Source: an optimization exercise on an open RTL-to-GDS flow (aim: a short achievable clock period and few clock cycles). Production flows keep margins and buffers that such runs may drop.
Where RTL was checked, it was by simulation tests only, not by an equivalence proof against the original.
No activity file was given, so power comes from the tool's default toggle rates.

== job 101 ==
## k1fcb
module k1fcb #(
    parameter [127:0] KEY = 128'h80E9_0313_40D5_3521_400D_912E_E614_6C16
) (
    input  wire        clk,
    input  wire        rst,
    input  wire        in_valid,
    input  wire [7:0]  in_byte,
    output wire        in_ready,
    output reg         ob_valid,
    output reg  [7:0]  ob_byte,
    output reg         rsp_valid,
    output reg  [7:0]  rsp_op,
    output reg  [7:0]  rsp_status,
    output reg  [15:0] rsp_acc,
    output reg  [7:0]  rsp_out,
    output reg  [3:0]  rsp_xpos,
    output reg  [1:0]  rsp_sflags,
    output reg  [6:0]  rsp_rxn,
    output reg  [6:0]  rsp_consumed,
    output reg         rsp_has_start,
    output reg  [6:0]  rsp_start,
    output reg         rsp_ovf,
    output reg  [15:0] rsp_len,
    output reg  [15:0] rsp_type,
    output reg  [15:0] rsp_dlen,
    output reg  [15:0] rsp_crc_rx,
    output reg  [15:0] rsp_crc_calc,
  ...
Size in the first run: roughly 9,300 cells after synthesis, about 3,100 flip-flops, roughly 180 I/O pins, ~0.14 mm2 of cells after synthesis.
clock: 11.0 ns
lec_check: 0
cap_margin: 20
core_margin: 2
core_utilization: 40
place_density: 0.55
slew_margin: 20
tns_end_percent: 100
standard.sh (not shown) runs the stock make flow with config.mk's settings and CLKGATE_MAP_FILE= SYNTH_SCRIPT=/design/flow/synth_recipe.tcl, a recipe that flattens the netlist after the stock synthesis.
==> flow/flow/run.sh <==
#!/bin/bash
set -euo pipefail
export SETUP_SLACK_MARGIN=7
bash standard.sh > standard_flow.log 2>&1
## Diff of input files: job 105 against job 101
--- a/flow/design.v
+++ b/flow/design.v
@@ -224,17 +224,17 @@
     wire e_tw_go = e_go && e_tw;
     reg          last_push;              
     reg [4:0]    run_c;                  
     reg [TQW-1:0] tq_lp;                 
     wire e_merge = e_go && es == ES_ARG && eo_push && !rx_full && last_push &&
                    (tq_cnt >= 2) && (run_c != 5'd31);
     wire e_app = e_tw_go && !e_merge;
     wire e_push  = e_go && es == ES_ARG && eo_push && !rx_full;
-    wire e_rbw   = ev && es == ES_ARG && eo_push && !rx_full && !ilk;
+    wire e_rbw   = !rx_full && !ilk;
     wire e_dec   = e_go && es == ES_OP && pd_dec;
     wire e_empty = e_go && es == ES_OP && (pd_rst || pd_flush);
     reg [2:0]  d_st;
     reg        d_decl;
     reg [7:0]  d_end;                    
     reg        d_lab;                    
     reg [6:0]  d_total, d_passes;
     reg [PB-1:0] c_hi, c_lo;             
@@ -291,20 +291,20 @@
             for (q = 0; q < PB; q = q + 1) tmp[q] = d_oh[q] & rb[(q + 3) % PB][b];
             len_hi[b] = |tmp;
         end
         for (b = 0; b < AW; b = b + 1) begin
             for (q = 0; q < PB; q = q + 1) tmp[q] = d_oh[q] & ((q >> b) & 1);
             oh_b[b] = |tmp;
         end
     end
-    wire [AW-1:0] s3_iw = d_pb - hp;
-    wire [6:0]  s3_i = s3_iw;
-    wire [16:0] s3_need = {1'b0, d_len} + {10'd0, s3_i} + 17'd8;
-    wire        s3_short = ({1'b0, s3_i} + 8'd4 > {1'b0, d_n}) || (s3_need > {10'd0, d_n});
+    wire [AW-1:0] s2_i = oh_b - hp;
+    wire [7:0]  s3_need = {1'b0, d_i} + {2'b0, d_len[5:0]} + 8'd8;
+    wire        s3_short = (d_len[15:6] != 10'd0) || ({1'b0, d_i} + 8'd4 > {1'b0, d_n}) ||
+                           (s3_need > {1'b0, d_n});
     wire d_endok = pr_ed[d_e];
     localparam [2:0] D_S0 = 3'd0, D_S1 = 3'd1, D_S2 = 3'd2, D_S3 = 3'd3, D_S4 = 3'd4,
                      D_S5 = 3'd5;
     reg [45:0] dqe [0:DQD-1];
     reg [DQW:0]   dq_cnt;
     wire       dq_take;
     wire d_fin  = d_busy && d_st == D_S5 && !r_again;
     wire d_hold = d_fin && (dq_cnt == DQD);
@@ -385,23 +385,23 @@
                 if (!any_c) begin
                     r_st <= ST_DISCARD;
                     r_cons <= d_lab ? d_n - 7'd1 : d_n;
                 end
             end
             D_S2: begin
                 d_len <= {len_hi, len_lo};
                 d_pb <= oh_b;
+                d_i <= {1'b0, s2_i};
             end
             D_S3: begin
-                d_i <= s3_i;
                 d_short <= s3_short;
-                d_e <= d_pb + 7'd6 + d_len[AW-1:0];
-                d_cmsg <= s3_i + 7'd8 + d_len[6:0];
-                d_crs <= s3_i + 7'd2;
+                d_e <= d_pb + 6'd6 + d_len[AW-1:0];
+                d_cmsg <= d_i + 7'd8 + {1'b0, d_len[5:0]};
+                d_crs <= d_i + 7'd2;
             end
             D_S4: begin
                 r_hs <= 1'b1;
                 if (d_short) begin
                     if (!d_n[6]) begin
                         r_st <= ST_WAIT;
                     end else if (d_i != 7'd0) begin
                         r_st <= ST_COMPACT;
@@ -680,17 +680,17 @@
             endcase
         end
         if (rst || rst_r) begin
             ob_valid <= 1'b0;
             rsp_valid <= 1'b0;
         end
     end
     always @(posedge clk) begin
-        if (ev && e_tw) begin
+        begin
             tq_kind[tq_wp] <= e_tkind;
             tq_code[tq_wp] <= e_tcode;
             tq_p[tq_wp] <= e_tp;
             tq_rep[tq_wp] <= 5'd0;
         end
         if (e_app) begin
             tq_lp <= tq_wp;
             run_c <= 5'd0;
### Flow results
Job 105 vs. job 101: wire length on met3 climbed about 4%, utilization of the core after routing has decreased, clock network power share -0.4 points. Of the two values seen for termination of the worst setup path, d_short was produced by job 101 and r_cons[2] by job 105. Taking job 101 as the reference, in job 105 number of unique standard cell types used by synthesis shrank by about 15%, global routing usage summed across all routing layers held, simple-gate share of the synthesized area went up. Via count of job 105 falls short of that of job 101 slightly. Re residual overflow from global routing: no difference whatsoever between job 101 and job 105. The count of placed standard cells in the final layout, fillers left out was comparable across job 101 and job 105. | routed wire length | higher: job 101 |. The sequential power on job 105 is in line with that on job 101. Against job 101, job 105 reports a die area that is lower. Sort job 101 and job 105 by number of antenna violations at the first check in global routing asc -> top: job 105.
Testbench counts of job 105, summed over its fixed seeds: cycles 35,613.
No functional check of the RTL was part of job 101.

[separate check: timing with driven ports]
In the flow no input, the clock included, has a driving cell. The finished layouts below were timed again as built, in two steps.
Step 1 (the two cells are an assumption about what drives the block):
set clk [get_ports {clk}]
set_driving_cell -lib_cell sky130_fd_sc_hd__clkbuf_16 $clk
set_driving_cell -lib_cell sky130_fd_sc_hd__buf_2 [delete_from_list [all_inputs] $clk]
Step 2, shift: input delay + t, output delay - t, t = (earliest + latest rising clock arrival at the registers) / 2. This alone moves slack from input paths to output paths.
Three values: ideal, step 1, step 2; two values: the first two.
run | t, ns | setup slack, ns | worst slew at a driven data input, ns | cell pins on the clock port's net
job 101 | 1.023 | 6.876 / 6.876 / 6.876 | 0.05 | 1
job 105 | 1.033 | 7.023 / 6.944 / 6.986 | 0.07 | 1
After both steps setup and hold are still met in every run listed. The setup slack of job 105, which loses most, moves by -0.079 ns with the drivers and by -0.037 ns with both steps.
